What follows belongs to an exercise in optimizing a design on an open flow for small area, a short achievable clock period and few clock cycles; a production flow would make more cautious choices.
At most, simulation tests tie the RTL to the original design; equivalence was not proved.
Only the layout flow was run in runs 3 to 6; the RTL was not checked for function there.
Power is estimated from default activity; no workload was simulated.

`design/flow/standard.sh`:
```
#!/bin/bash
# synth_recipe.tcl (not shown) runs the flow's synth.tcl, then flattens the netlist and writes it again
# the make line also repeats each setting of config.mk as NAME=value (left out here)
make -C /OpenROAD-flow-scripts/flow DESIGN_CONFIG=/design/flow/config.mk WORK_HOME=/design/flow/orfs CLKGATE_MAP_FILE= SYNTH_SCRIPT=/design/flow/synth_recipe.tcl "${@:-finish}"
```
`design/flow/config.mk`:
```
export PLATFORM = sky130hd
export DESIGN_NAME = hl_rx_core
export DESIGN_NICKNAME = hl_rx_core
export VERILOG_FILES = /design/flow/design.v
export SDC_FILE = /design/flow/constraint.sdc
export NUM_CORES = 4
export LEC_CHECK = 0
export CAP_MARGIN = 50
export CORE_MARGIN = 2
export CORE_UTILIZATION = 60
export CTS_CLUSTER_DIAMETER = 100
export CTS_CLUSTER_SIZE = 30
export PLACE_DENSITY = 0.7
export SLEW_MARGIN = 70
```
`design/flow/design.v`:
```
module hl_rx_core (
    input  wire        clk,
    input  wire        rst,           
    input  wire        cmd_valid,
    input  wire [31:0] cmd_word,
    output wire        cmd_ready,
    output reg         rsp_valid,
    output reg  [7:0]  rsp_status,
    output reg  [31:0] rsp_value,
    output reg  [7:0]  rsp_flags,
    output reg         frm_valid,
    output reg  [7:0]  frm_data
);
    localparam [7:0] OP_CRC_INIT    = 8'h01;
    localparam [7:0] OP_CRC_FEED    = 8'h02;
    localparam [7:0] OP_CRC_READ    = 8'h03;
    localparam [7:0] OP_RX_START    = 8'h20;
    localparam [7:0] OP_RX_APPEND   = 8'h21;
    localparam [7:0] OP_RX_SCAN     = 8'h22;
    localparam [7:0] OP_STATUS_READ = 8'h30;
    localparam [7:0] ST_OK          = 8'd0;
    localparam [7:0] ST_RX_OVERFLOW = 8'd6;
    localparam [7:0] ST_ILLEGAL_OP  = 8'd7;
    localparam [7:0] ST_RX_DONE     = 8'd9;
    function [15:0] crc_byte;
        input [15:0] r;
        input [7:0]  b;
        integer k;
        reg [15:0] c;
        reg [7:0]  d;
        begin
            c = r;
            d = b;
            for (k = 0; k < 8; k = k + 1) begin
                if ((c[0] ^ d[0]) == 1'b1)
                    c = (c >> 1) ^ 16'hA001;
                else
                    c = c >> 1;
                d = d >> 1;
            end
            crc_byte = c;
        end
    endfunction
    function [15:0] crc_drop;
        input [7:0] b;
        begin
            crc_drop = {8'h00, b} << 4 ^ {8'h00, b} << 6 ^ {8'h00, b} << 7;
        end
    endfunction
    reg [15:0] crc_reg;
    reg [8:0]  len;                  
    reg        loop_mode;
    reg        found;
    reg        done;
    reg        rxf_present;
    reg [9:1]  err_sticky;
    reg [7:0]  bank0 [0:127];
    reg [7:0]  bank1 [0:127];
    reg        act;                  
    reg [6:0]  und;                  
    reg [15:0] rcrc;                 
    reg [1:0]  nfr;                  
    reg [7:0]  pdisc;                
    reg [7:0]  stg;                  
    reg        app_p;                
    reg        feed_p;               
    reg        rdy;
    reg        eb;                   
    reg [6:0]  ecnt;                 
    assign cmd_ready = rdy;
    wire       accept = cmd_valid && rdy;
    wire [7:0] op     = cmd_word[7:0];
    wire [7:0] arg    = cmd_word[31:24];
    wire z16   = (cmd_word[23:8] == 16'h0000);
    wire a0    = (arg == 8'h00);
    wire a71   = (arg[7:1] == 7'h00);
    wire m_01  = (op == OP_CRC_INIT);
    wire m_02  = (op == OP_CRC_FEED);
    wire m_03  = (op == OP_CRC_READ);
    wire m_20  = (op == OP_RX_START);
    wire m_21  = (op == OP_RX_APPEND);
    wire m_22  = (op == OP_RX_SCAN);
    wire m_30  = (op == OP_STATUS_READ);
    wire legal = z16 && (((m_01 || m_03 || m_22 || m_30) && a0) ||
                         m_02 || m_21 || (m_20 && a71));
    wire c_ill   = accept && !legal;
    wire c_init  = accept && z16 && m_01 && a0;
    wire c_feed  = accept && z16 && m_02;
    wire c_read  = accept && z16 && m_03 && a0;
    wire c_start = accept && z16 && m_20 && a71;
    wire c_app   = accept && z16 && m_21;
    wire c_scan  = accept && z16 && m_22 && a0;
    wire c_stat  = accept && z16 && m_30 && a0;
    wire full_buf  = (len == 9'd256);
    wire c_app_ok  = c_app && !done && !full_buf;
    wire c_app_ovf = c_app && !done && full_buf;
    wire c_scan_ok = c_scan && !done;
    wire c_rxdone  = (c_app || c_scan) && done;
    wire [7:0]  a_new  = act ? bank1[0]   : bank0[0];     
    wire [7:0]  a_old  = act ? bank1[126] : bank0[126];   
    wire [15:0] rstep  = crc_byte(rcrc, a_new);
    wire        full   = (und == 7'd127);
    wire        win_ok = full && ({stg, a_new} == ~rcrc);
    wire        dec_f  = app_p && win_ok;                 
    wire        dec_d  = app_p && full && !win_ok;        
    wire [6:0]  und_p1  = und + 7'd1;
    wire [6:0]  und_n   = !app_p ? und : !full ? und_p1 : win_ok ? 7'd0 : 7'd127;
    wire [1:0]  nfr_n   = dec_f ? nfr + 2'd1 : nfr;
    wire        act_n   = act ^ dec_f;
    wire [7:0]  pdisc_p1 = pdisc + 8'd1;
    wire [7:0]  pdisc_n = dec_d ? pdisc_p1 : pdisc;
    wire        nz      = (nfr != 2'd0) || dec_f;
    wire [15:0] crc_n   = feed_p ? crc_byte(crc_reg, stg) : crc_reg;
    wire [8:0]  len_p1  = len + 9'd1;
    wire        ebn = (nfr == 2'd1) ? !act : act;
    wire [7:0]  fb  = (nfr == 2'd1) ? (act ? bank0[127] : bank1[127]) :
                      (nfr == 2'd2) ? (act ? bank1[127] : bank0[127]) :
                                      (act ? bank1[126] : bank0[126]);
    wire sh0 = (app_p && !act) || (frm_valid && !eb);
    wire sh1 = (app_p &&  act) || (frm_valid &&  eb);
    integer i;
    always @(posedge clk) begin
        if (sh0) begin
            for (i = 127; i > 0; i = i - 1) bank0[i] <= bank0[i-1];
            bank0[0] <= stg;
        end
        if (sh1) begin
            for (i = 127; i > 0; i = i - 1) bank1[i] <= bank1[i-1];
            bank1[0] <= stg;
        end
    end
    wire last_fr = (nfr == 2'd1);
    always @(posedge clk) begin
        stg <= arg;
        if (!frm_valid) begin
            frm_data <= fb;
            eb       <= ebn;
            ecnt     <= 7'd127;
        end else begin
            ecnt <= ecnt - 7'd1;
            if (ecnt == 7'd0) begin
                frm_data <= eb ? bank0[127] : bank1[127];
                eb       <= !eb;
            end else begin
                frm_data <= eb ? bank1[126] : bank0[126];
            end
        end
    end
    always @(posedge clk) begin
        if (app_p) begin
            if (und == 7'd0)
                rcrc <= 16'h0000;
            else if (dec_d)
                rcrc <= rstep ^ crc_drop(a_old);
            else
                rcrc <= rstep;
        end
    end
    wire [31:0] status_word = {err_sticky, 1'b0, 2'b00, rxf_present, 1'b0,
                               loop_mode, done, found, len};
    always @(posedge clk) begin
        if (rst) begin
            crc_reg     <= 16'h0000;
            len         <= 9'd0;
            loop_mode   <= 1'b0;
            found       <= 1'b0;
            done        <= 1'b0;
            rxf_present <= 1'b0;
            err_sticky  <= 9'h000;
            act         <= 1'b0;
            und         <= 7'd0;
            nfr         <= 2'd0;
            pdisc       <= 8'h00;
            app_p       <= 1'b0;
            feed_p      <= 1'b0;
            rdy         <= 1'b1;
            rsp_valid   <= 1'b0;
            frm_valid   <= 1'b0;
        end else begin
            app_p  <= c_app_ok;
            feed_p <= c_feed;
            act    <= act_n;
            crc_reg <= c_init ? 16'h0000 : crc_n;
            und     <= c_start ? 7'd0 : und_n;
            pdisc   <= (c_start || c_scan_ok) ? 8'h00 : pdisc_n;
            if (c_start)
                len <= 9'd0;
            else if (c_app_ok)
                len <= len_p1;
            else if (c_scan_ok)
                len <= {2'b00, und_n};
            if (c_start) begin
                loop_mode   <= arg[0];
                found       <= 1'b0;
                done        <= 1'b0;
                rxf_present <= 1'b0;
            end else if (c_scan_ok) begin
                found <= nz;
                if (!loop_mode && nz)
                    done <= 1'b1;
                if (nz)
                    rxf_present <= 1'b1;
            end
            if (c_ill)
                err_sticky[7] <= 1'b1;
            if (c_rxdone)
                err_sticky[9] <= 1'b1;
            if (c_app_ovf)
                err_sticky[6] <= 1'b1;
            if (!frm_valid || nfr == 2'd0) begin
                nfr       <= c_start ? 2'd0 : nfr_n;
                frm_valid <= c_scan_ok && nz;
                rdy       <= !(c_scan_ok && nz);
                rsp_valid <= accept && !(c_scan_ok && nz);
            end else begin
                if (ecnt == 7'd1)
                    nfr <= nfr - 2'd1;
                rdy       <= (ecnt == 7'd1 && last_fr);
                rsp_valid <= (ecnt == 7'd1 && last_fr);
            end
        end
    end
    always @(posedge clk) begin
        if (accept) begin
            rsp_status <= c_ill ? ST_ILLEGAL_OP : c_rxdone ? ST_RX_DONE :
                          c_app_ovf ? ST_RX_OVERFLOW : ST_OK;
            rsp_flags  <= {6'h00, c_scan_ok && !loop_mode && nz, c_scan_ok && nz};
            rsp_value  <= ({32{c_ill}}     & cmd_word) |
                          ({32{c_read}}    & {16'h0000, ~crc_n}) |
                          ({32{c_stat}}    & status_word) |
                          ({32{c_app_ok}}  & {23'h0, len_p1}) |
                          ({32{c_app_ovf}} & 32'd257) |
                          ({32{c_scan_ok}} & {24'h0, pdisc_n});
        end
    end
endmodule
```
`design/flow/constraint.sdc`:
```
create_clock -name core_clock -period 10.0 [get_ports {clk}]
set_input_delay 2.0000 -clock core_clock [delete_from_list [all_inputs] [get_ports {clk}]]
set_output_delay 2.0000 -clock core_clock [all_outputs]
set_load 0.01 [all_outputs]
```
`design/flow/flow/run.sh`:
```
#!/bin/bash
set -euo pipefail
bash standard.sh SETUP_SLACK_MARGIN=6.5 'BUFFER_PORTS_ARGS=-buffer_cell sky130_fd_sc_hd__buf_4' finish > standard.log 2>&1
```
==> summary.txt, run 1 <==
The slowest stage of the critical path is the sky130_fd_sc_hd__or4b_4 cell. In this run the worst hold path is classified as reg -> reg. Setup violations remaining at the end of the flow were counted as 0. The root buffer cell chosen for the clock tree is sky130_fd_sc_hd__clkbuf_16. The post-synthesis instance area came out at ~69,000 um2. Setup repair after global routing could not meet its margin everywhere.

The clock latency on the worst-skew pair is about 0.70 ns. The maximum number of pins on one net before global-route repair came out at between 60 and 70. Of the cells placed in the final design, the portion with a size suffix greater than 1 is between 10 and 15%. The largest registers in the layout are bank0 (1024), bank1 (1024), rsp_value (32). The routability congestion estimate from global placement came out at between 0.8 and 0.9. After global routing the overflow that remains totals 0.

The detail-routed net length per standard cell came out at 19.77 um. The initial antenna violation count was 1. The leakage power total came out at around 21 nW. The routed design has a little over 90,000 um of wire. The number of placement rows is around 120. The largest stage delay on the critical path is about 0.66 ns. The via density per instance is between 5 and 6. After synthesis, the cell types taking the most area are sky130_fd_sc_hd__edfxtp_1 91%, sky130_fd_sc_hd__dfxtp_1 2.3%, sky130_fd_sc_hd__xnor2_1 0.84%. The post-cts hold buffer count is 0.

The remaining routing DRC violations came out at 0. IR analysis of the VDD net gives a maximum drop of 0.1369 mV. The met1 demand-to-capacity share in global routing came out at between 20 and 30%.

The share of Yosys cell area claimed by the top area cell type came out at just over 90%. The final net count is ~3.1k. The Yosys step of the flow raised 3 warnings.

The startpoint-to-endpoint class of the critical path is in -> reg. The first detailed-routing pass ran for 5 iterations. The average instance in the mapped netlist occupies roughly 24 um2. The number of global-route vias before repair was ~24k. From left edge to right edge, the die measures 343.2 um.

The maximum clock path buffer count is 3. The HPWL after detailed placement is roughly 51,000 um. The total of max-cap violations is 0. The number of unique standard cell types used by synthesis is 76.

For this run, asynchronously set or reset flops after synthesis account for 0%. Sorting the synthesized cells by how often they occur yields 2,102 x sky130_fd_sc_hd__edfxtp_1, 88 x sky130_fd_sc_hd__nor2_1, 78 x sky130_fd_sc_hd__dfxtp_1. The worst-path maximum fanout came out at 9. The met2 demand-to-capacity share in global routing is between 20% and 30%. The final clock period utilization by the worst path is about a third. The count of flip-flops with a built-in enable after synthesis is around 2.1k. The initial utilization of the core area, before any placement, comes to about three fifths.

STA classifies the critical path startpoint as a primary input. The clock buffer count from CTS is a little over 80. After synthesis, flip-flops and latches occupy 93.68% of the total area. The count of input and output buffers came out at 83.

The total negative slack for setup checks came out at 0 ns. The ratio of total power to cell area came out at ~190 nW/um2. The number of DRC markers after the initial detailed-route iteration came out at about 2.1k. The most used flip-flop cell after synthesis is sky130_fd_sc_hd__edfxtp_1. TritonCTS built the clock tree.

The number of placed instances, taps included, is 4,452. The H-tree depth reported by CTS came out at 3. The flow ran to the end and the layout has no timing, DRC or antenna violations. The height of the die is 343.2 um.

For the final database, setup skew stands at 0.03196 ns. From synthesis to final layout, the design area changed by 9.051%. Clock tree synthesis found a total of 2,180 sinks. The global-route wire length before repair came out at ~140,000 um. The top-level port count is 94. The remaining antenna violation count after routing came out at 0. The critical path goes through buf_4 > nor4_2 > nand3_1 > or4b_4 > or3b_4 > o211ai_2 > a211oi_1 > o21ai_1. After clock tree synthesis, the clock-pin slew on the worst setup and hold paths is roughly 0.11 ns.

The minimum clock period after layout came out at between 3 and 4 ns. The area enclosed by the die boundary is 117,800 um2. The count of pins over their slew limit was 0. The routed layout has between 20k and 25k vias. The transition time at the pin with the least slew margin is 0.5681 ns. The number of standard cells in the layout, taps in and fillers out is ~4.6k. The synthesized netlist cell count is about 2.8k. sky130_fd_sc_hd__edfxtp_1 is the most common cell in the netlist. The worst setup path is captured at a flop. The cell taking the most area after synthesis is sky130_fd_sc_hd__edfxtp_1. Measured against its own limit, the worst slew margin works out to 61.78%. The number of antenna diodes in the final layout is 0. Data on the critical path is required at its endpoint by around 11 ns.

The final-report hold violation count is 0. The highest achievable clock rate came out at around 0.28 GHz. The met3 usage is under 10%. The register bit total from synthesis came out at 2,180.

The global router's overall resource usage is around 15%. The global routing stage identified its most utilized layer as met1. The arrival time reported for the critical path endpoint is around 4.1 ns.

The area of the core is 114,200 um2.
-- cells by family after synthesis --
logic type	share of synthesized area, %
adders and majority gates	0.1993
xor gates and xnor gates	1.267
and+or+nand+nor	2.428
muxes	0.6813
AOI/OAI and AO/OA	1.252
other	0.005431
buffers and inverters	0.4911
DFF	93.68
-- metrics by stage --
step / worst slack (ns) / instance area [um2] / util, % / hold WS (ns) / power [mW]
global route: 6.441 / 75300 / 65.94 / 0.4181 / 14.50
detailed placement: 5.588 / 72750 / 63.71 / 0.4045 / 10.19
finish: 6.476 / 75300 / 65.94 / 0.4153 / 14.05
global placement: 5.560 / 71660 / 62.76 / 0.4015 / 10.19
floorplan: -7.896 / 69110 / - / 0.4003 / 10.13
CTS: 6.427 / 75160 / 65.82 / 0.4115 / 14.22
-- critical path, delay by kind of cell --
family	cells	cell delay, ns
buf+inv	1	0.13
simple gates	4	1.71
compound gates	3	0.22
-- path summary, 6_finish.rpt --
check / startpoint / endpoint / slack [ns] / cells past startpoint
worst max-delay path: cmd_word[2] / rsp_value[5]$_DFFE_PP_ / 6.48 / 8
worst min-delay path: bank0[18][5]$_DFFE_PP_ / bank0[19][5]$_DFFE_PP_ / 0.42 / 0
worst max register to register: app_p$_SDFF_PP0_ / bank0[18][5]$_DFFE_PP_ / 6.73 / 9
worst min register to register: bank0[18][5]$_DFFE_PP_ / bank0[19][5]$_DFFE_PP_ / 0.42 / 0
-- timing repair --
action | 4_1_cts | 5_1_grt
pin swaps | 0 | 1
buffers inserted | 1 | 0
gates cloned | 0 | 0
gates resized for setup | 5 | 13
endpoints found under the setup margin | 12 | 23
-- report_power, final --
| group | leakage (nW) | internal, mW | switching (mW) |
|---|---|---|---|
| clock | 1.14 | 1.63 | 2.43 |
| sequential | 17.4 | 9.86 | 0.0116 |
| combinational | 2.44 | 0.0476 | 0.0680 |
-- final cells by class --
cell class                      count  area [um2]
Clock buffer                      115        2240
Clock inverter                     10       138.9
Fill cell                        7204       38890
Inverter                           25       95.09
Multi-Input combinational cell    587        4405
Sequential cell                  2180       64690
Tap cell                         1512        1892
Timing Repair Buffer              152        1838
-- metal layers --
| metal | routed length, um | up-vias |
|---|---|---|
| li1 | - | 11470 |
| met1 | 46050 | 12787 |
| met2 | 38010 | 429 |
| met3 | 4715 | 109 |
| met4 | 1797 | 0 |
| met5 | 0 | - |
-- cells in the final DEF, fill, tap and decap left out, types with 20 or more instances in the layout --
| cell type | netlist | final |
|---|---|---|
| sky130_fd_sc_hd__nand2_1 | 74 | 72 |
| sky130_fd_sc_hd__nand3_1 | 23 | 21 |
| sky130_fd_sc_hd__buf_4 | 13 | 90 |
| sky130_fd_sc_hd__a21oi_1 | 20 | 20 |
| sky130_fd_sc_hd__clkbuf_16 | 0 | 85 |
| sky130_fd_sc_hd__clkbuf_1 | 18 | 30 |
| sky130_fd_sc_hd__o21ai_0 | 33 | 30 |
| sky130_fd_sc_hd__dfxtp_1 | 78 | 76 |
| sky130_fd_sc_hd__xnor2_1 | 66 | 64 |
| sky130_fd_sc_hd__nor3_1 | 25 | 22 |
| sky130_fd_sc_hd__edfxtp_1 | 2102 | 2102 |
| sky130_fd_sc_hd__nor2_1 | 88 | 82 |
| sky130_fd_sc_hd__inv_1 | 22 | 22 |
| sky130_fd_sc_hd__buf_12 | 0 | 27 |
Testbench counts, summed over its fixed seeds: cycles 51,888.
==> run 2, diff against run 1 <==
==> design/flow/flow/run.sh (replaced) <==
#!/bin/bash
set -euo pipefail
bash standard.sh SETUP_SLACK_MARGIN=6.8 'BUFFER_PORTS_ARGS=-buffer_cell sky130_fd_sc_hd__buf_4' finish > standard.log 2>&1
==> summary.txt, run 2 <==
The worst-path maximum fanout came out at 1. The area enclosed by the die boundary is 117,800 um2. The detail-routed net length per standard cell came out at 20.14 um. The cell area after placement is around 73,000 um2. Summed over all instances, the cell type with the most area after synthesis is sky130_fd_sc_hd__edfxtp_1. The initial core utilization came out at between 60% and 70%. The number of global-route vias before repair came to 24.52k. The H-tree depth reported by CTS is 3. The count of pins over their slew limit is 0. The maximum number of pins on one net before global-route repair is 65. The via density per instance is 5.448. The total iterations of the first detailed-routing run is 6.

The initialized floorplan defines between 100 and 150 standard-cell rows. The number of warning messages in the yosys log came out at 3. By instance count, the leading cell after synthesis is sky130_fd_sc_hd__edfxtp_1. The height of the die came out at between 300 and 400 um.

The CTS sink count is between 2k and 2.5k. The initial antenna violation count is 2. VDD sags by at most 0.1365 mV.

The number of buffers and inverters on the critical path came out at 1. The share of Yosys cell area claimed by the top area cell type is between 90% and 100%. In the layout the commonest cells are 2,102 x sky130_fd_sc_hd__edfxtp_1, 91 x sky130_fd_sc_hd__clkbuf_16, 78 x sky130_fd_sc_hd__nor2_1, 72 x sky130_fd_sc_hd__dfxtp_1, 68 x sky130_fd_sc_hd__nand2_1. The tightest min-delay check is of the reg -> reg type. The worst setup path is captured at an output pin. After synthesis, the cell types taking the most area are sky130_fd_sc_hd__edfxtp_1 91%, sky130_fd_sc_hd__dfxtp_1 2.3%, sky130_fd_sc_hd__xnor2_1 0.84%. The per-instance average area after synthesis is between 20 and 25 um2. The area of the core is 114,200 um2. The mapped netlist covers just under 70,000 um2.

The async set-reset flop share out of synthesis came out at 0%. The largest stage delay on the critical path came out at around 0.54 ns. The smallest clock period supported by the final layout is computed as 3.433 ns. The required time of the critical path is approximately 8 ns. Traced cell by cell, the critical path runs through buf_6. The remaining routing DRC violations came out at 0.

The total of max-cap violations came out at 0. In the final layout, the registers with the most flip-flops are bank0 (1024), bank1 (1024), rsp_value (32). The number of cells on the critical path is 1. The ratio of total power to cell area is 184.4 nW/um2. The register bit total from synthesis came out at roughly 2.2k. The final-report hold violation count came to 0. The number of DRC markers after the initial detailed-route iteration came out at around 2.1k. The total negative slack for setup checks is 0 ns. The clock slew at the register clock pins of the worst setup and hold paths is between 0.1 and 0.15 ns.

In the final layout, the share of cells above drive strength 1 is between 10% and 20%. Synthesis produced between 2k and 3k cells. The global-route congestion overflow total is 0. Relative to the synthesized area, the layout overhead comes to 10.52%. The post-layout total power came out at between 10 and 15 mW. Setup repair after global routing could not meet its margin everywhere.

The sequential fraction of the synthesis area came out at between 90% and 100%. The final standard cell area without fillers came out at roughly 76,000 um2. Data arrives at the worst endpoint at around 1.4 ns. The remaining antenna violation count after routing is 0. The top-level port count came out at between 90 and 100. The count of flip-flops with a built-in enable after synthesis is 2,102.

Measured in cells, the most critical reg-to-reg path has a length of 9. The cell type group with the largest total delay on the critical path is flip-flops. The global-route wire length before repair came out at 142,500 um. The number of different library cells used by synthesis comes to 76.

The final clock period utilization by the worst path came out at about a third. The cell sitting at the root of the clock tree is a sky130_fd_sc_hd__clkbuf_16. The final clock skew is 0.03008 ns.

Summed over all nets, the half-perimeter wirelength after detailed placement is 50,680 um. The total vias in the final route came out at roughly 25k. The antenna diode instance count is 0. Setup violations remaining at the end of the flow were counted as 0. The number of stages on the worst hold path came out at 0. At the end of routability-driven placement, the weighted congestion stood at roughly 0.85.

Leaving out fill and tap cells, the most frequent cell in the layout is sky130_fd_sc_hd__edfxtp_1. The final net count is between 3k and 4k. The die is roughly 340 um wide.

The critical-path cell with the highest stage delay is sky130_fd_sc_hd__edfxtp_1. The maximum clock path buffer count came out at 3. For the worst-skew pair, the clock arrives at the later sink with an insertion delay of 0.70 ns. STA classifies the critical path startpoint as a flop. By count the netlist is led by 2,102 x sky130_fd_sc_hd__edfxtp_1, 88 x sky130_fd_sc_hd__nor2_1, 78 x sky130_fd_sc_hd__dfxtp_1. In this run, CTS created clock tree buffers numbering 83.

The global router's overall resource usage came out at 15.67%. The flow ran to the end and the layout has no timing, DRC or antenna violations. The leakage power total came out at 21.39 nW. The critical path is of the reg -> out type. The clock tree from TritonCTS is yes. For this run, the leading register cell type out of synthesis is sky130_fd_sc_hd__edfxtp_1. The post-cts hold buffer count is 0. Derived from the worst setup path, the maximum achievable clock frequency is 0.2913 GHz. The count of buffers added on input and output ports is 83.

After detailed routing, the total wire length is roughly 93,000 um.
run 2: cell counts after synthesis:
Identical to the previous run, type by type.
run 2: layout make-up:
class | count | area (um2)
sequential | 2180 | 64700
fill | 7124 | 37880
multi-input combinational | 587 | 4644
timing repair buffer | 188 | 2604
clock buffer | 115 | 2240
tap | 1512 | 1892
clock inverter | 10 | 138.9
inverter | 25 | 95.09
run 2: cell families (layout without fill, tap and decap cells):
logic type	count (synthesis)	in the layout	share of synthesized area [%]
AND/OR/NAND/NOR	311	311	2.428
buffers and inverters	68	338	0.4911
other	1	10	0.005431
XOR/XNOR	90	90	1.267
multiplexers	37	37	0.6813
AO/OA/AOI/OAI	128	128	1.252
flip-flops	2180	2180	93.68
adder cells (fa/ha/maj)	11	11	0.1993
run 2: metal layers:
layer | share of wire, % | track usage [%]
met5 | 0.067 | 0.3205
met4 | 2.1 | 4.521
met3 | 5.6 | 2.874
met2 | 42 | 21.32
met1 | 50 | 26.26
run 2: timing repair:
action                                  in CTS  in global routing
pin swaps                                   34                 36
buffers inserted                            17                 13
cloned                                       3                  6
gates resized for setup                    109                 54
endpoints found under the setup margin     188                304
run 2: power breakdown:
part           switching [mW]  total, mW  internal [mW]
Clock                    2.44       4.07           1.63
Sequential             0.0135       9.87           9.86
Combinational          0.0731      0.136         0.0629
run 2: metrics by stage:
step / setup slack, ns / util [%] / hold WS (ns) / std cells
6_report: 6.567 / 66.83 / 0.4029 / 4617
5_1_grt: 6.535 / 66.83 / 0.4148 / 4617
4_1_cts: 6.434 / 66.36 / 0.4115 / 4597
3_5_place_dp: 5.588 / 63.71 / 0.4045 / 4452
3_3_place_gp: 5.560 / 62.76 / 0.4015 / 4409
2_1_floorplan: -7.896 / - / 0.4003 / 2835
run 2: final timing paths:
check / endpoint / from / slack, ns
max: rsp_value[3] / rsp_value[3]$_DFFE_PP_ / 6.57
min: bank0[53][2]$_DFFE_PP_ / bank0[52][2]$_DFFE_PP_ / 0.40
max reg2reg: rsp_value[0]$_DFFE_PP_ / act$_SDFF_PP0_ / 6.84
min reg2reg: bank0[53][2]$_DFFE_PP_ / bank0[52][2]$_DFFE_PP_ / 0.40
==> run 3, diff against run 2 <==
--- a/design/flow/design.v
+++ b/design/flow/design.v
@@ -130,6 +130,8 @@
         end
     end
     wire last_fr = (nfr == 2'd1);
+    wire strm    = frm_valid && (nfr != 2'd0);              
+    wire rsp_end = strm && ecnt == 7'd1 && last_fr;          
     always @(posedge clk) begin
         stg <= arg;
         if (!frm_valid) begin
@@ -182,7 +184,10 @@
             act    <= act_n;
             crc_reg <= c_init ? 16'h0000 : crc_n;
             und     <= c_start ? 7'd0 : und_n;
-            pdisc   <= (c_start || c_scan_ok) ? 8'h00 : pdisc_n;
+            if (c_start || (c_scan_ok && !nz) || rsp_end)
+                pdisc <= 8'h00;
+            else
+                pdisc <= pdisc_n;
             if (c_start)
                 len <= 9'd0;
             else if (c_app_ok)
@@ -215,22 +220,28 @@
             end else begin
                 if (ecnt == 7'd1)
                     nfr <= nfr - 2'd1;
-                rdy       <= (ecnt == 7'd1 && last_fr);
-                rsp_valid <= (ecnt == 7'd1 && last_fr);
-            end
-        end
-    end
-    always @(posedge clk) begin
-        if (accept) begin
-            rsp_status <= c_ill ? ST_ILLEGAL_OP : c_rxdone ? ST_RX_DONE :
-                          c_app_ovf ? ST_RX_OVERFLOW : ST_OK;
-            rsp_flags  <= {6'h00, c_scan_ok && !loop_mode && nz, c_scan_ok && nz};
-            rsp_value  <= ({32{c_ill}}     & cmd_word) |
-                          ({32{c_read}}    & {16'h0000, ~crc_n}) |
-                          ({32{c_stat}}    & status_word) |
-                          ({32{c_app_ok}}  & {23'h0, len_p1}) |
-                          ({32{c_app_ovf}} & 32'd257) |
-                          ({32{c_scan_ok}} & {24'h0, pdisc_n});
+                rdy       <= rsp_end;
+                rsp_valid <= rsp_end;
+            end
+        end
+    end
+    wire ill = !legal;
+    always @(posedge clk) begin
+        if (strm) begin
+            rsp_status <= ST_OK;
+            rsp_flags  <= {6'h00, !loop_mode, 1'b1};
+            rsp_value  <= {24'h0, pdisc};
+        end else begin
+            rsp_status <= ill ? ST_ILLEGAL_OP :
+                          ((m_21 || m_22) && done) ? ST_RX_DONE :
+                          (m_21 && full_buf) ? ST_RX_OVERFLOW : ST_OK;
+            rsp_flags  <= {6'h00, !ill && m_22 && !done && !loop_mode && nz,
+                                  !ill && m_22 && !done && nz};
+            rsp_value  <= ill ? cmd_word :
+                          (({32{m_03}} & {16'h0000, ~crc_n}) |
+                           ({32{m_30}} & status_word) |
+                           ({32{m_21 && !done}} & (full_buf ? 32'd257 : {23'h0, len_p1})) |
+                           ({32{m_22 && !done}} & {24'h0, pdisc_n}));
         end
     end
 endmodule
==> summary.txt, run 3 <==
TritonCTS built the clock tree. The worst pin sits at a relative slew slack of between 60% and 70%. The final clock skew came out at 0.02948 ns. The biggest area contributor in the post-synthesis netlist is sky130_fd_sc_hd__edfxtp_1. The count of pins over their slew limit is 0. The relative area change from synthesis to final layout came out at 11.09%.

In the routed layout, each cell is associated on average with a via count of about 5.5. The width of the chip came out at between 300 and 400 um. The sequential fraction of the synthesis area is between 90% and 100%. Row generation in the floorplan step produced roughly 120 rows. The count of flip-flops with a built-in enable after synthesis came out at 2,065. In the routed design, unresolved DRC markers number 0. The critical path in this run is classified as in -> reg.

The critical path goes through buf_4 > or4b_4 > a2111o_2 > buf_4 > buf_6 > buf_6 > o21bai_1 > a21oi_1 > o32a_1 > o21ai_2. The ratio of total power to cell area is roughly 180 nW/um2. The routability congestion estimate from global placement came out at 0.8607. The number of unique standard cell types used by synthesis is 62. The remaining antenna violation count after routing is 0. Clock tree synthesis selected as its root buffer the cell sky130_fd_sc_hd__clkbuf_16. The count of filler cells inserted in the layout is approximately 7k. Leaving out fill and tap cells, the most frequent cells in the layout are 2,065 x sky130_fd_sc_hd__edfxtp_1, 88 x sky130_fd_sc_hd__clkbuf_16, 73 x sky130_fd_sc_hd__nand2_1, 71 x sky130_fd_sc_hd__buf_6, 70 x sky130_fd_sc_hd__buf_4.

In this run the register-to-register setup slack is 6.98 ns. The total half-perimeter wirelength after legalization and detailed placement came out at 56,510 um. The critical-path cell with the highest stage delay is sky130_fd_sc_hd__or4b_4. The most common flop cell mapped by yosys is sky130_fd_sc_hd__edfxtp_1. In the final timing run, aggregate negative setup slack is 0 ns. The setup-violating endpoint count in the final report came out at 0. The post-synthesis share of cell area spent on and, or, nand and nor gates is 2.250%.

After synthesis, the cell types taking the most area are sky130_fd_sc_hd__edfxtp_1 90%, sky130_fd_sc_hd__dfxtp_1 3.4%, sky130_fd_sc_hd__xnor2_1 0.55%. The flow ran to the end and the layout has no timing, DRC or antenna violations. The largest registers in the layout are bank0 (1024), bank1 (1024), rsp_value (32).

For the worst setup path, the data required time is approximately 11 ns. The number of buffers and inverters on the critical path is 4. The mux share of post-synthesis cell area came out at 0.7024%.

The most common cell in the netlist is sky130_fd_sc_hd__edfxtp_1. The area enclosed by the die boundary is roughly 120,000 um2. The final clock period utilization by the worst path came out at between 30% and 40%.

The peak supply drop came out at ~0.18 mV. The final-report hold violation count came out at 0. The global router's overall resource usage came out at roughly 17%. The routed design could run at a clock period as short as 3.487 ns. For this design the static power due to leakage is a little under 20 nW. The share of Yosys cell area claimed by the top area cell type came out at around nine tenths.

Before antenna repair, the detailed router went through 5 iterations. The total overflow left after global routing is 0. Data arrives at the worst endpoint at roughly 4 ns. The count of input and output buffers came out at between 80 and 90.

The number of DRC markers after the initial detailed-route iteration came out at around 2.3k. The transition time at the pin with the least slew margin came out at around 0.52 ns. The number of warning messages in the yosys log is 3. The total area inside the core boundary comes to 113,900 um2. The initial core utilization is about three fifths. The final wirelength came out at 99,670 um. The number of global-route vias before repair is ~25k. Synthesis inferred around 2.2k register bits.

The category of the worst setup path capture point is a flop. After Yosys synthesis, XOR and XNOR cells account for roughly 1.2% of the synthesized area. The path class of the tightest hold or removal check is reg -> reg. Averaged over all synthesized cells, the footprint is approximately 24 um2. Ranked by instance count, the synthesized netlist is headed by 2,065 x sky130_fd_sc_hd__edfxtp_1, 115 x sky130_fd_sc_hd__dfxtp_1, 80 x sky130_fd_sc_hd__nor2_1. The maximum number of pins on one net before global-route repair came out at 66. The library cell used most frequently in the layout, excluding fill and tap cells, is sky130_fd_sc_hd__edfxtp_1. The CTS sink count came out at ~2.2k.

The maximum clock path buffer count came out at 3. The first global-routing pass estimated 151,600 um of wire. The H-tree depth reported by CTS came out at 3. The post-route worst hold slack came out at between 0.4 and 0.5 ns. In the final layout, the share of cells above drive strength 1 is approximately 15%. Setup repair after global routing could not meet its margin everywhere. The async set-reset flop share out of synthesis came out at 0%.

The total of max-cap violations is 0. The area fraction in compound gates after synthesis is around 1.4%. The synthesized netlist cell count is around 2.8k. The clock buffer count from CTS came out at 83. Timing would allow up to approximately 0.29 GHz.

The kind of cell with the highest combined delay along the critical path is compound AO/OA/AOI/OAI gates. The largest stage delay on the critical path is about 0.55 ns. The clock latency on the worst-skew pair is 0.69 ns. Summing the areas of all fa, ha and maj instances in the mapped netlist gives less than 1% of the synthesized area. The total vias in the final route came out at between 20k and 30k.

After detailed routing, the average wire length per cell comes to between 20 and 25 um. The height of the die is 342.1 um. The initial antenna violation count came out at 3.

The final net count is ~3.1k. The post-synthesis instance area is 68,580 um2. The worst-path maximum fanout is 6. The post-cts hold buffer count is 0. In this run the count of I/O pins placed on the die edge is 94. The combinational family with the most area after synthesis is simple AND/OR/NAND/NOR gates. Clock-pin slew was measured on the worst setup and hold paths at 0.11 ns. The worst setup path is launched from a primary input.
run 3: changes by cell type after synthesis, sizes merged, moves of 12 or more:
cell,before,now
dfxtp,78,115
edfxtp,2102,2065
xnor2,72,43
xor2,15,39
and3,12,32
a21oi,20,36
clkbuf,20,36
nor4,22,10
run 3: cells by family (layout without fill, tap and decap cells):
logic type | count (synthesis) | in the layout
compound gates | 153 | 153
xor+xnor | 86 | 86
fa+ha+maj | 11 | 11
buf+inv | 70 | 356
flops | 2180 | 2180
mux | 38 | 38
other cells | 1 | 12
simple gates | 307 | 308
run 3: per-layer routing:
metal	GRT usage (%)	vias up	part of all wire [%]
met5	0	-	0.013
met2	24.43	538	44
met4	4.304	2	2.2
li1	-	11623	-
met3	4.011	134	6.5
met1	27.07	13080	47
run 3: layout make-up:
class                           instances  area (um2)  area share (%)
Clock inverter                          8       126.4          0.1659
Multi-Input combinational cell        606        4691           6.157
Tap cell                             1512        1892           2.483
Timing Repair Buffer                  202        2636           3.460
Inverter                               16       63.81         0.08376
Antenna cell                            2       5.005        0.006569
Sequential cell                      2180       64420           84.56
Clock buffer                          130        2349           3.083
run 3: path summary, 6_finish.rpt:
kind,endpoint,start,cells after the start
hold / removal,bank1[32][2]$_DFFE_PP_,bank1[31][2]$_DFFE_PP_,0
hold reg to reg,bank1[32][2]$_DFFE_PP_,bank1[31][2]$_DFFE_PP_,0
setup / recovery,rsp_value[3]$_DFF_P_,cmd_word[7],10
setup reg to reg,bank1[90][3]$_DFFE_PP_,frm_valid$_SDFFE_PP0N_,9
run 3: what timing repair did:
item	in CTS	in global routing
pin swaps	36	25
endpoints found under the setup margin	145	369
buffers inserted	39	8
gates cloned	3	1
gates resized for setup	151	77
run 3: per-stage QoR:
stage	instance area (um2)	util, %	worst slack [ns]	power [mW]	std cells
floorplan	68640	-	-7.896	10.08	2855
global placement	71210	62.53	4.747	10.12	4421
detailed placement	72410	63.58	5.265	10.12	4465
CTS	75720	66.49	6.607	14.24	4645
global route	76180	66.89	6.487	14.52	4654
finish	76180	66.90	6.513	14.09	4656
run 3: power breakdown:
group	switching [mW]	internal (mW)	total, mW
combinational	0.0457	0.0443	0.0900
sequential	0.0130	9.82	9.84
clock	2.47	1.69	4.16
==> run 4, diff against run 3 <==
--- a/design/flow/design.v
+++ b/design/flow/design.v
@@ -83,14 +83,22 @@
     wire m_30  = (op == OP_STATUS_READ);
     wire legal = z16 && (((m_01 || m_03 || m_22 || m_30) && a0) ||
                          m_02 || m_21 || (m_20 && a71));
+    wire l_crc   = !op[5];                       
+    wire l_rx    = op[5] && !op[4];              
+    wire l_stat  = op[4];                        
+    wire l_init  = l_crc && !op[1];
+    wire l_feed  = l_crc && op[1] && !op[0];
+    wire l_read  = l_crc && op[1] && op[0];
+    wire l_start = l_rx && !op[1] && !op[0];
+    wire l_app   = l_rx && op[0];
+    wire l_scan  = l_rx && op[1];
+    wire acc_ok  = accept && legal;
     wire c_ill   = accept && !legal;
-    wire c_init  = accept && z16 && m_01 && a0;
-    wire c_feed  = accept && z16 && m_02;
-    wire c_read  = accept && z16 && m_03 && a0;
-    wire c_start = accept && z16 && m_20 && a71;
-    wire c_app   = accept && z16 && m_21;
-    wire c_scan  = accept && z16 && m_22 && a0;
-    wire c_stat  = accept && z16 && m_30 && a0;
+    wire c_init  = acc_ok && l_init;
+    wire c_feed  = acc_ok && l_feed;
+    wire c_start = acc_ok && l_start;
+    wire c_app   = acc_ok && l_app;
+    wire c_scan  = acc_ok && l_scan;
     wire full_buf  = (len == 9'd256);
     wire c_app_ok  = c_app && !done && !full_buf;
     wire c_app_ovf = c_app && !done && full_buf;
@@ -233,15 +241,15 @@
             rsp_value  <= {24'h0, pdisc};
         end else begin
             rsp_status <= ill ? ST_ILLEGAL_OP :
-                          ((m_21 || m_22) && done) ? ST_RX_DONE :
-                          (m_21 && full_buf) ? ST_RX_OVERFLOW : ST_OK;
-            rsp_flags  <= {6'h00, !ill && m_22 && !done && !loop_mode && nz,
-                                  !ill && m_22 && !done && nz};
+                          ((l_app || l_scan) && done) ? ST_RX_DONE :
+                          (l_app && full_buf) ? ST_RX_OVERFLOW : ST_OK;
+            rsp_flags  <= {6'h00, !ill && l_scan && !done && !loop_mode && nz,
+                                  !ill && l_scan && !done && nz};
             rsp_value  <= ill ? cmd_word :
-                          (({32{m_03}} & {16'h0000, ~crc_n}) |
-                           ({32{m_30}} & status_word) |
-                           ({32{m_21 && !done}} & (full_buf ? 32'd257 : {23'h0, len_p1})) |
-                           ({32{m_22 && !done}} & {24'h0, pdisc_n}));
+                          (({32{l_read}} & {16'h0000, ~crc_n}) |
+                           ({32{l_stat}} & status_word) |
+                           ({32{l_app && !done}} & (full_buf ? 32'd257 : {23'h0, len_p1})) |
+                           ({32{l_scan && !done}} & {24'h0, pdisc_n}));
         end
     end
 endmodule
==> summary.txt, run 4 <==
The run finished with no timing, DRC or antenna violations. Of the available clock period, the critical path in the final layout requires 34.74%. The CTS sink count came out at between 2k and 2.5k. The global-route congestion overflow total came out at 0. The first detailed-routing pass ran for 5 iterations. The congestion estimate from routability-driven global placement came to roughly 0.84. Counting the buffers created by CTS gives just over 80. The worst setup path is launched from a primary input.

In this run, distinct cell masters in the synthesized netlist total between 70 and 80. The die covers between 100,000 and 150,000 um2. The synthesized design devotes to its leading area cell type between 90 and 100% of total area.

The worst-path maximum fanout is 5. The number of warning messages in the yosys log is 3. Counting along the longest clock path gives a buffer depth of 3.

The routed design could run at a clock period as short as between 3 and 4 ns. Cells fill between 60 and 70% of the core in the end. The number of global-route vias before repair is 24.42k. The global router's overall resource usage is 15.96%. By instance count, the leading cell after synthesis is sky130_fd_sc_hd__edfxtp_1. The post-route worst hold slack came out at 0.4077 ns.

Static timing analysis puts the maximum clock frequency at around 0.29 GHz. The clock slew at the register clock pins of the worst setup and hold paths came out at about 0.11 ns. The clock latency on the worst-skew pair came out at 0.71 ns. Setup repair after global routing could not meet its margin everywhere. The sequential fraction of the synthesis area came out at a little over nine tenths. The initial core utilization came out at between 60% and 70%.

In this run the vertical extent of the chip is between 300 and 400 um. The largest registers in the layout are bank0 (1024), bank1 (1024), rsp_value (32). After technology mapping, the gate count stands at about 2.8k. The routed length on met1 is 45,800 um. The count of pins over their slew limit came out at 0. The worst setup path is captured at a flop. The number of standard cells in the layout, taps in and fillers out is between 4k and 5k.

For this block, the initial DRC count from the detailed router was 2,323. The arrival time reported for the critical path endpoint came out at 4.06 ns. Across the run, the number of max-cap violations was 0. The routed design uses ~4500 um of met3 wire.

The per-instance average area after synthesis is between 20 and 25 um2. The async set-reset flop share out of synthesis is 0%. Leaving out fill and tap cells, the most frequent cell in the layout is sky130_fd_sc_hd__edfxtp_1. The via density per instance is 5.417. The final-report hold violation count is 0. After detailed routing, no signal wire sits above met4. The startpoint-to-endpoint class of the critical path is in -> reg. The total half-perimeter wirelength after legalization and detailed placement came out at a little over 50,000 um. The number of cells in the design after placement came out at approximately 4.5k.

In this run the remaining antenna-violating nets after routing total 0. The area of the core is approximately 110,000 um2. Setup violations remaining at the end of the flow were counted as 0. The remaining routing DRC violations came out at 0.

The most used flip-flop cell after synthesis is sky130_fd_sc_hd__edfxtp_1. The class of the most critical hold timing path is reg -> reg. The library cell used as clock root buffer is sky130_fd_sc_hd__clkbuf_16. The routed design uses 40,920 um of met2 wire.

The number of placement rows is ~120. The relative area change from synthesis to final layout is 10.72%. The final wirelength is roughly 94,000 um. The leakage power total came out at ~19 nW.

The final net count came out at around 3.1k. In the synthesized netlist, the cells that appear most often are 2,065 x sky130_fd_sc_hd__edfxtp_1, 115 x sky130_fd_sc_hd__dfxtp_1, 80 x sky130_fd_sc_hd__nor2_1. The count of input and output buffers came out at just over 80. After layout, the design draws a total of 14.04 mW. Yosys attributes the largest share of cell area to sky130_fd_sc_hd__edfxtp_1 90%, sky130_fd_sc_hd__dfxtp_1 3.4%, sky130_fd_sc_hd__xnor2_1 0.68%. The cell taking the most area after synthesis is sky130_fd_sc_hd__edfxtp_1. The total negative slack for setup checks is 0 ns.

The detailed router placed roughly 25k vias in this run. Across the routed clock network, the largest skew measured is around 0.030 ns. The ratio of total power to cell area is ~180 nW/um2. The global-route wire length before repair is ~140,000 um. TritonCTS built the clock tree. The post-synthesis instance area came out at ~69,000 um2. The initial antenna violation count is 1.

The required time of the critical path is between 10 and 15 ns. In this run the count of I/O pins placed on the die edge is 94. The H-tree depth reported by CTS came out at 3.

The width of the chip came out at approximately 340 um. The peak supply drop came out at about 0.14 mV. The count of flip-flops with a built-in enable after synthesis is 2,065.

In the final layout, the share of cells above drive strength 1 is 15.04%. In the layout the commonest cells are 2,065 x sky130_fd_sc_hd__edfxtp_1, 88 x sky130_fd_sc_hd__clkbuf_16, 69 x sky130_fd_sc_hd__buf_4, 64 x sky130_fd_sc_hd__dfxtp_1, 63 x sky130_fd_sc_hd__nand2_1. The register bit total from synthesis is around 2.2k.

The detail-routed net length per standard cell is 20.20 um. Entering global routing, the biggest net connects 66 pins.
==> run 4: changes by cell type after synthesis, sizes merged, moves of 8 or more <==
cell	before	now
nand2	76	68
buf	18	28
xor2	39	24
a21oi	36	45
xnor2	43	55
clkbuf	36	21
==> run 4: final cells by class <==
cell class                 count  area [um2]
clock inverter                 8       130.1
timing repair buffer         201        2517
multi-input combinational    595        4733
tap                         1512        1892
antenna                        1       2.502
clock buffer                 124        2295
fill                        7060       37850
inverter                      18       71.32
sequential                  2180       64390
==> run 4: per-layer routing <==
layer,global-route usage [%],vias to the layer above
met4,5.163,0
met1,25.81,12949
met3,2.902,133
li1,-,11592
met5,0,-
met2,22.42,455
==> run 4: kinds of logic after synthesis <==
| logic type | count (synthesis) | share of synthesized area, % |
|---|---|---|
| AO/OA/AOI/OAI | 160 | 1.589 |
| XOR/XNOR | 83 | 1.161 |
| adder cells (fa/ha/maj) | 10 | 0.1822 |
| buffers and inverters | 67 | 0.4774 |
| flip-flops | 2180 | 93.66 |
| multiplexers | 39 | 0.7161 |
| other | 1 | 0.005461 |
| AND/OR/NAND/NOR | 289 | 2.207 |
==> run 4: repair_timing <==
| item | in CTS | in global routing |
|---|---|---|
| pin swaps | 21 | 30 |
| hold buffers | 0 | 0 |
| cloned | 1 | 6 |
| setup endpoints to repair | 254 | 172 |
| setup buffers | 24 | 13 |
| resized for setup | 119 | 63 |
==> run 4: where the power goes <==
| part | internal (mW) | switching (mW) | total [mW] |
|---|---|---|---|
| Sequential | 9.83 | 0.0118 | 9.84 |
| Clock | 1.66 | 2.44 | 4.10 |
| Combinational | 0.0517 | 0.0518 | 0.104 |
==> run 4: final timing paths <==
path | start | end | slack (ns) | cells past startpoint
worst max-delay path | cmd_word[31] | rsp_value[3]$_DFF_P_ | 6.53 | 10
worst min-delay path | bank0[24][3]$_DFFE_PP_ | bank0[25][3]$_DFFE_PP_ | 0.41 | 0
worst max register to register | act$_SDFF_PP0_ | rsp_value[1]$_DFF_P_ | 6.99 | 9
worst min register to register | bank0[24][3]$_DFFE_PP_ | bank0[25][3]$_DFFE_PP_ | 0.41 | 0
==> run 4: critical path, cell delays in order <==
cell and delay, ns:
sky130_fd_sc_hd__buf_6 0.09, sky130_fd_sc_hd__or4_4 0.54, sky130_fd_sc_hd__o41ai_4 0.25, sky130_fd_sc_hd__nor3b_4 0.37
sky130_fd_sc_hd__buf_4 0.17, sky130_fd_sc_hd__buf_6 0.09, sky130_fd_sc_hd__nand2_4 0.07, sky130_fd_sc_hd__a211o_1 0.30
sky130_fd_sc_hd__a21oi_2 0.12, sky130_fd_sc_hd__o2bb2ai_1 0.06
==> run 4: stage by stage <==
stage                     worst slack, ns  instance area, um2
final                               6.526               76030
after global routing                6.467               76020
after CTS                           6.490               75560
after detailed placement            5.467               72550
after global placement              4.276               71230
after floorplan                    -7.896               68720
==> run 5, diff against run 4 <==
--- a/design/flow/config.mk
+++ b/design/flow/config.mk
@@ -7,8 +7,8 @@
 export LEC_CHECK = 0
 export CAP_MARGIN = 50
 export CORE_MARGIN = 2
-export CORE_UTILIZATION = 60
+export CORE_UTILIZATION = 70
 export CTS_CLUSTER_DIAMETER = 100
 export CTS_CLUSTER_SIZE = 30
-export PLACE_DENSITY = 0.7
+export PLACE_DENSITY = 0.8
 export SLEW_MARGIN = 70
==> summary.txt, run 5 <==
The run finished with no timing, DRC or antenna violations. On the final layout, the worst clock skew is approximately 0.032 ns. The minimum clock period after layout came out at 3.418 ns. The initial core utilization came out at 70.79%. The CTS sink count came out at between 2k and 2.5k. The final-report hold violation count came out at 0.

The largest registers in the layout are bank0 (1024), bank1 (1024), rsp_value (32). The area enclosed by the die boundary is ~100,000 um2. The synthesized netlist cell count is 2,829. The arrival time reported for the critical path endpoint is 4.01 ns. The required time of the critical path is approximately 11 ns.

The sequential fraction of the synthesis area came out at 93.66%. The category of the worst setup path capture point is a flop. Counting cells, the worst reg-to-reg path comes to 9. The total negative slack for setup checks came out at 0 ns.

The cell taking the most area after synthesis is sky130_fd_sc_hd__edfxtp_1. The worst hold path was traced through 0 stages. The number of placement rows came out at about 110.

The peak supply drop came out at 0.1936 mV. Setup repair after global routing could not meet its margin everywhere. The global-route wire length before repair came out at around 160,000 um.

The global-route congestion overflow total came out at 0. The total of max-cap violations is 0. The critical path in this run is classified as in -> reg. The worst hold path begins at bank0[65][2]$_DFFE_PP_. Using the TritonRoute via totals, the vias-per-cell ratio works out to about 5.9. The setup slack of the critical path after layout came out at between 6 and 7 ns.

The highest achievable clock rate is between 0.2 and 0.3 GHz. The signal on the critical path passes through buf_8 > or4_4 > o41ai_4 > buf_4 > buf_6 > and3_4 > o2111a_2 > nor2_4 > a211o_1. The worst-path maximum fanout came out at 8.

The area of the core came out at approximately 97,000 um2. Among cell families on the critical path, the largest total delay comes from simple AND/OR/NAND/NOR gates. The register bit total from synthesis is about 2.2k.

The number of cells on the critical path came out at 9. In this run the critical register-to-register path is captured at bank0[40][6]$_DFFE_PP_. The class of the most critical hold timing path is reg -> reg. The post-layout total power is 14.08 mW. The initial antenna violation count came out at 1. From left edge to right edge, the die measures 317.2 um. TritonCTS built the clock tree. The async set-reset flop share out of synthesis is 0%.

By count the netlist is led by 2,065 x sky130_fd_sc_hd__edfxtp_1, 115 x sky130_fd_sc_hd__dfxtp_1, 80 x sky130_fd_sc_hd__nor2_1. Setup slack on the worst reg-to-reg path comes out at 7.01 ns. The antenna diode instance count came out at 0. The leakage power total came out at ~19 nW.

The count of nets left with antenna violations once routing finished came out at 0. The clock latency on the worst-skew pair came out at 0.69 ns. The relative area change from synthesis to final layout came out at 10.42%.

The startpoint of the lowest-slack register-to-register path is frm_valid$_SDFFE_PP0N_. Dividing the synthesized area by the synthesized cell count gives between 20 and 25 um2. The ratio of total power to cell area is about 190 nW/um2. The ratio of cells with drive above 1 in the final layout came out at between 15 and 20%. The maximum clock path buffer count came out at 3. Summing over every cut layer, the via total after detailed routing is ~26k. The remaining routing DRC violations came out at 0. The final net count is between 3k and 4k. The number of buffers and inverters on the critical path is 3. The largest stage delay on the critical path is 0.53 ns. The total half-perimeter wirelength after legalization and detailed placement came out at 57,920 um.

The critical-path cell with the highest stage delay is sky130_fd_sc_hd__or4_4. The clock buffer count from CTS came out at 82. The post-synthesis instance area is just under 70,000 um2. The share of Yosys cell area claimed by the top area cell type came out at 90.31%. The most common cell after layout, fill and taps aside is sky130_fd_sc_hd__edfxtp_1. The library cells used most frequently in the layout, excluding fill and tap cells, are 2,065 x sky130_fd_sc_hd__edfxtp_1, 86 x sky130_fd_sc_hd__clkbuf_16, 77 x sky130_fd_sc_hd__buf_4, 68 x sky130_fd_sc_hd__dfxtp_1. The detail-routed net length per standard cell came out at ~25 um. The pre-CTS worst setup slack is between 5 and 6 ns. The number of global-route vias before repair came to between 20k and 30k. The number of warning messages in the yosys log is 3. In the post-synthesis netlist, the biggest area contributors are sky130_fd_sc_hd__edfxtp_1 90%, sky130_fd_sc_hd__dfxtp_1 3.4%, sky130_fd_sc_hd__xnor2_1 0.68%. The post-layout utilization of the core is between 70% and 80%.

The global router's overall resource usage is 22.29%. The number of DRC markers after the initial detailed-route iteration is 2,652. The tree is rooted in a sky130_fd_sc_hd__clkbuf_16. The worst hold path terminates at bank0[66][2]$_DFFE_PP_.

The clock slew at the register clock pins of the worst setup and hold paths came out at between 0.1 and 0.15 ns. STA classifies the critical path startpoint as a primary input. The total iterations of the first detailed-routing run came out at 6. Counting flops with a built-in enable in the synthesized netlist gives between 2k and 2.5k. The maximum number of pins on one net before global-route repair is 66. The top-level port count came out at 94. sky130_fd_sc_hd__edfxtp_1 is the most common cell in the netlist. Of the available clock period, the critical path in the final layout requires 34.18%. The number of unique standard cell types used by synthesis came out at 77. The setup-violating endpoint count in the final report is 0. The most common flop cell mapped by yosys is sky130_fd_sc_hd__edfxtp_1. The H-tree depth reported by CTS is 3. The count of pins over their slew limit is 0. Buffers placed on the I/O ports in this run total 83. After detailed routing, the total wire length is about 110,000 um. The routability congestion estimate from global placement came out at ~0.86. The height of the die is about 320 um.
[run 5: cell counts after synthesis]
No cell type changed its count.
[run 5: repair_timing]
item | CTS | global route
cloned | 4 | 3
resized for setup | 141 | 64
pin swaps | 51 | 15
buffers inserted | 33 | 15
endpoints found under the setup margin | 99 | 367
hold buffers | 0 | 0
[run 5: through the flow]
step / hold WS [ns] / instance area [um2] / cells
detailed placement: 0.4045 / 72070 / 4221
CTS: 0.4041 / 75290 / 4412
global route: 0.4144 / 75820 / 4434
floorplan: 0.3914 / 68720 / 2838
finish: 0.4115 / 75820 / 4434
global placement: 0.3991 / 70950 / 4175
[run 5: worst max path at each step]
stage                              to    startpoint  slack, ns
5_1_grt                rdy$_SDFF_PP1_  cmd_word[31]       6.54
4_1_cts             done$_SDFFE_PP0P_  cmd_word[31]       6.58
3_5_place_dp   crc_reg[13]$_SDFF_PP0_   cmd_word[0]       5.48
3_3_place_gp    crc_reg[8]$_SDFF_PP0_   cmd_word[0]       5.27
2_1_floorplan   bank0[0][0]$_DFFE_PP_  eb$_DFFE_PP_      -7.90
6_report               rdy$_SDFF_PP1_  cmd_word[31]       6.58
[run 5: layer usage]
metal / up-vias / global-route usage [%] / wire length, um
met2: 858 / 35.05 / 54030
met3: 170 / 5.048 / 7317
li1: 11631 / - / -
met1: 13581 / 32.82 / 48280
met5: - / 0 / 20
met4: 2 / 5.548 / 2528
[run 5: cell families (layout without fill, tap and decap cells)]
| family | Yosys count | in the layout | synth area share (%) |
|---|---|---|---|
| DFF | 2180 | 2180 | 93.66 |
| and+or+nand+nor | 289 | 291 | 2.207 |
| AOI/OAI and AO/OA | 160 | 161 | 1.589 |
| xor gates and xnor gates | 83 | 83 | 1.161 |
| buffers and inverters | 67 | 384 | 0.4774 |
| muxes | 39 | 39 | 0.7161 |
| adders and majority gates | 10 | 10 | 0.1822 |
| other | 1 | 10 | 0.005461 |
[run 5: cell type report]
class	instances	area, um2
fill	4703	21170
multi-input combinational	594	4717
timing repair buffer	212	2663
clock inverter	8	76.32
inverter	18	70.07
clock buffer	146	2313
sequential	2180	64390
tap	1276	1597
[run 5: worst register-to-register path: stages (launching register included)]
cell and delay (ns):
sky130_fd_sc_hd__dfxtp_4 0.38, sky130_fd_sc_hd__buf_4 0.17, sky130_fd_sc_hd__clkinv_2 0.27, sky130_fd_sc_hd__o22ai_4 0.24
sky130_fd_sc_hd__buf_12 0.27, sky130_fd_sc_hd__buf_16 0.25, sky130_fd_sc_hd__buf_16 0.24, sky130_fd_sc_hd__buf_12 0.26
sky130_fd_sc_hd__buf_12 0.29, sky130_fd_sc_hd__buf_12 0.30
[run 5: report_power, final]
group	internal, mW	switching [mW]	leakage, nW
logic	0.0529	0.0553	2.96
clock network	1.62	2.52	1.14
registers	9.83	0.0117	15.2
==> run 6, diff against run 5 <==
--- a/design/flow/config.mk
+++ b/design/flow/config.mk
@@ -7,8 +7,8 @@
 export LEC_CHECK = 0
 export CAP_MARGIN = 50
 export CORE_MARGIN = 2
-export CORE_UTILIZATION = 70
-export CTS_CLUSTER_DIAMETER = 100
-export CTS_CLUSTER_SIZE = 30
-export PLACE_DENSITY = 0.8
+export CORE_UTILIZATION = 65
+export CTS_CLUSTER_DIAMETER = 60
+export CTS_CLUSTER_SIZE = 40
+export PLACE_DENSITY = 0.75
 export SLEW_MARGIN = 70
==> summary.txt, run 6 <==
The startpoint of the worst hold path is bank1[55][1]$_DFFE_PP_. Ranked by total cell area, the synthesized netlist is headed by sky130_fd_sc_hd__edfxtp_1 90%, sky130_fd_sc_hd__dfxtp_1 3.4%, sky130_fd_sc_hd__xnor2_1 0.68%. The floorplan has between 100 and 150 rows. The number of global-route vias before repair is about 26k. The number of unique standard cell types used by synthesis is a little under 80. Setup violations remaining at the end of the flow were counted as 0. The post-synthesis instance area is 68,660 um2. The async set-reset flop share out of synthesis came out at 0%.

In the synthesized netlist the dominant register cell turns out to be sky130_fd_sc_hd__edfxtp_1. The post-route worst hold slack is 0.3961 ns. The count of pins over their slew limit came out at 0. The final clock skew is about 0.046 ns.

Total power for the finished layout comes to 15.66 mW. After floorplanning, the core was sized to cover about 100,000 um2. The remaining routing DRC violations came out at 0.

The setup slack of the most critical reg-to-reg path is about 6.9 ns. The most common cell in the netlist is sky130_fd_sc_hd__edfxtp_1. The height of the die is around 330 um. The register bit total from synthesis came out at about 2.2k. The peak supply drop came out at 0.2712 mV. The most common cell after layout, fill and taps aside is sky130_fd_sc_hd__edfxtp_1.

The final clock period utilization by the worst path is between 30% and 40%. In the layout the commonest cells are 2,065 x sky130_fd_sc_hd__edfxtp_1, 120 x sky130_fd_sc_hd__clkbuf_16, 68 x sky130_fd_sc_hd__buf_6, 62 x sky130_fd_sc_hd__nand2_1, 60 x sky130_fd_sc_hd__nor2_1. The maximum clock path buffer count came out at 3. The startpoint identified for the worst register-to-register timing path is act$_SDFF_PP0_.

The arrival time reported for the critical path endpoint is around 4 ns. The required time of the critical path is ~11 ns. Ranked by instance count, the synthesized netlist is headed by 2,065 x sky130_fd_sc_hd__edfxtp_1, 115 x sky130_fd_sc_hd__dfxtp_1, 80 x sky130_fd_sc_hd__nor2_1.

The detail-routed net length per standard cell is 23.20 um. Once the floorplan was initialized, standard cells occupied approximately two thirds of the core. The post-cts hold buffer count is 0. The clock buffer count from CTS came out at 118.

The number of cells on the worst reg-to-reg path came out at 9. The global-route congestion overflow total came out at 0. The largest stage delay on the critical path came out at 0.53 ns. The worst setup path is of the in -> reg kind. The endpoint identified for the worst register-to-register timing path is rsp_value[0]$_DFF_P_.

The leakage power total came out at between 20 and 25 nW. The routability congestion estimate from global placement came out at roughly 0.85. The global router's overall resource usage came out at between 10% and 20%. Setup repair after global routing could not meet its margin everywhere.

The minimum clock period after layout is between 3 and 4 ns. The highest achievable clock rate came out at between 0.2 and 0.3 GHz. The number of cells in the design after placement came out at between 4k and 5k. The tool flagged a number of max-cap violations equal to 0. The maximum number of pins on one net before global-route repair came out at 70. The final wirelength came out at roughly 110,000 um. The number of stages on the worst hold path is 0. The critical-path cell with the highest stage delay is sky130_fd_sc_hd__or4_4. The die is 329.0 um wide. The total negative slack for setup checks came out at 0 ns. The share of Yosys cell area claimed by the top area cell type is between 90% and 100%. The tightest min-delay check is of the reg -> reg type. The global-route wire length before repair came out at about 160,000 um. The antenna diode instance count came out at 0.

Dividing the detail-routed via count by the number of cells gives 5.643. The cell seen most often among critical-path stages is sky130_fd_sc_hd__buf_6. OpenSTA, run right after detailed placement, puts the worst setup slack at 5.471 ns.

The largest total area in the synthesized netlist belongs to sky130_fd_sc_hd__edfxtp_1. Dividing total power by cell area gives a power density of 201.4 nW/um2. The end of the worst hold path is bank1[56][1]$_DFFE_PP_. From synthesis to final layout, the design area changed by 13.26%. The remaining antenna violation count after routing came out at 0.

The post-layout utilization of the core came out at between 70% and 80%. The category of the worst setup path capture point is a flop. The number of warning messages in the yosys log came out at 3. The H-tree depth reported by CTS is 3. The final net count came out at between 3k and 4k. The setup slack of the critical path after layout is about 6.5 ns. After synthesis, flip-flops and latches occupy a little over nine tenths of the total area. The first TritonRoute pass finished after 5 iterations. The flow ran to the end and the layout has no timing, DRC or antenna violations. The CTS sink count is around 2.2k. The top-level port count came out at 94. The count of input and output buffers is between 80 and 90. In this run the clock root is driven by a sky130_fd_sc_hd__clkbuf_16. The ratio of cells with drive above 1 in the final layout is 18.28%. The clock tree from TritonCTS is yes.

The clock latency on the worst-skew pair came out at between 0.7 and 0.8 ns. The total vias in the final route came out at 25.97k. The number of standard cells in the layout, taps in and fillers out is 4,602. The final-report hold violation count was 0. Detailed placement finished with a half-perimeter wire length of roughly 54,000 um. The cell area after placement came out at 72,210 um2. The clock slew at the register clock pins of the worst setup and hold paths came out at roughly 0.11 ns. The critical path goes through buf_6 > or4_4 > o41ai_4 > buf_4 > nor3b_4 > buf_12 > and4_4 > or2_4 > buf_6 > o22ai_2. The initial antenna violation count came to 1. The number of DRC markers after the initial detailed-route iteration is 2,208. STA classifies the critical path startpoint as a primary input. The per-instance average area after synthesis came out at 24.27 um2.

The floorplan step defined a die boundary enclosing roughly 110,000 um2. The worst-path maximum fanout came out at 7. The synthesized netlist cell count is 2,829. Yosys mapped a number of flops with a built-in enable equal to 2,065. In the final layout, the registers with the most flip-flops are bank0 (1024), bank1 (1024), rsp_value (32). The final standard cell area without fillers came out at around 80,000 um2.
-- run 6: worst max-delay path by stage --
| stage | end | slack [ns] | start |
|---|---|---|---|
| 2_1_floorplan | bank0[0][0]$_DFFE_PP_ | -7.90 | eb$_DFFE_PP_ |
| 3_3_place_gp | crc_reg[8]$_SDFF_PP0_ | 4.99 | cmd_word[0] |
| 3_5_place_dp | done$_SDFFE_PP0P_ | 5.47 | cmd_word[28] |
| 5_1_grt | len[6]$_SDFFE_PP0P_ | 6.50 | cmd_word[31] |
| 6_report | len[5]$_SDFFE_PP0P_ | 6.54 | cmd_word[31] |
| 4_1_cts | len[6]$_SDFFE_PP0P_ | 6.57 | cmd_word[31] |
-- run 6: cell families (layout without fill, tap and decap cells) --
group	Yosys count	after routing	synth area share, %
simple gates	289	290	2.207
compound gates	160	161	1.589
flops	2180	2180	93.66
xor+xnor	83	83	1.161
other cells	1	10	0.005461
mux	39	39	0.7161
buf+inv	67	438	0.4774
fa+ha+maj	10	10	0.1822
-- run 6: report_power, final --
part | leakage (nW) | internal (mW) | switching [mW]
sequential | 15.2 | 9.83 | 0.0151
combinational | 2.89 | 0.0539 | 0.0523
clock | 2.08 | 2.59 | 3.13
total | 20.2 | 12.5 | 3.19
-- run 6: layer usage --
layer | share of wire [%] | global-route usage, %
met2 | 47 | 29.89
met5 | 0 | 0
met4 | 1.7 | 4.169
met3 | 6.2 | 4.426
met1 | 45 | 30.42
-- run 6: timing repair --
action | CTS | global route
gates resized for setup | 137 | 61
gates cloned | 2 | 0
pin swaps | 33 | 28
endpoints found under the setup margin | 121 | 268
buffers inserted | 30 | 14
-- run 6: cell type report --
type,count,area [um2]
Clock buffer,123,3014
Clock inverter,96,1329
Fill cell,5551,27200
Inverter,18,70.07
Multi-Input combinational cell,593,4668
Sequential cell,2180,64400
Tap cell,1391,1740
Timing Repair Buffer,201,2547
-- run 6: critical path: cells and delay by family --
kind | cells | cell delay, ns
and+or+nand+nor | 4 | 1.18
AOI/OAI and AO/OA | 2 | 0.29
buffers and inverters | 4 | 0.57

[port drivers added, routing unchanged]
In the flow no input, the clock included, has a driving cell. The finished layouts below were timed again as built, in two steps.
Step 1 (the two cells are an assumption about what drives the block):
set clk [get_ports {clk}]
set_driving_cell -lib_cell sky130_fd_sc_hd__clkbuf_16 $clk
set_driving_cell -lib_cell sky130_fd_sc_hd__buf_2 [delete_from_list [all_inputs] $clk]
Step 2 also shifts input and output timing later by t, the mid clock arrival at the registers, as if the neighbouring blocks saw the same clock.
Slacks: no drivers / after step 1 / after step 2; pairs: no drivers / after step 1.
| run | shift t [ns] | setup WS [ns] | hold WS [ns] |
|---|---|---|---|
| run 1 | 0.753 | 6.476 / 6.480 / 5.774 | 0.415 / 0.415 / 0.415 |
| run 2 | 0.752 | 6.567 / 6.497 / 5.866 | 0.403 / 0.403 / 0.403 |
| run 3 | 0.750 | 6.513 / 6.537 / 5.787 | 0.413 / 0.413 / 0.413 |
| run 4 | 0.768 | 6.526 / 6.572 / 5.803 | 0.408 / 0.408 / 0.408 |
| run 5 | 0.750 | 6.582 / 6.610 / 5.864 | 0.411 / 0.411 / 0.411 |
| run 6 | 0.789 | 6.545 / 6.586 / 5.797 | 0.396 / 0.396 / 0.396 |
After both steps setup and hold are still met in every run listed. For run 6, which loses most, drivers alone change the setup slack by +0.041 ns; drivers and shift together by -0.748 ns.
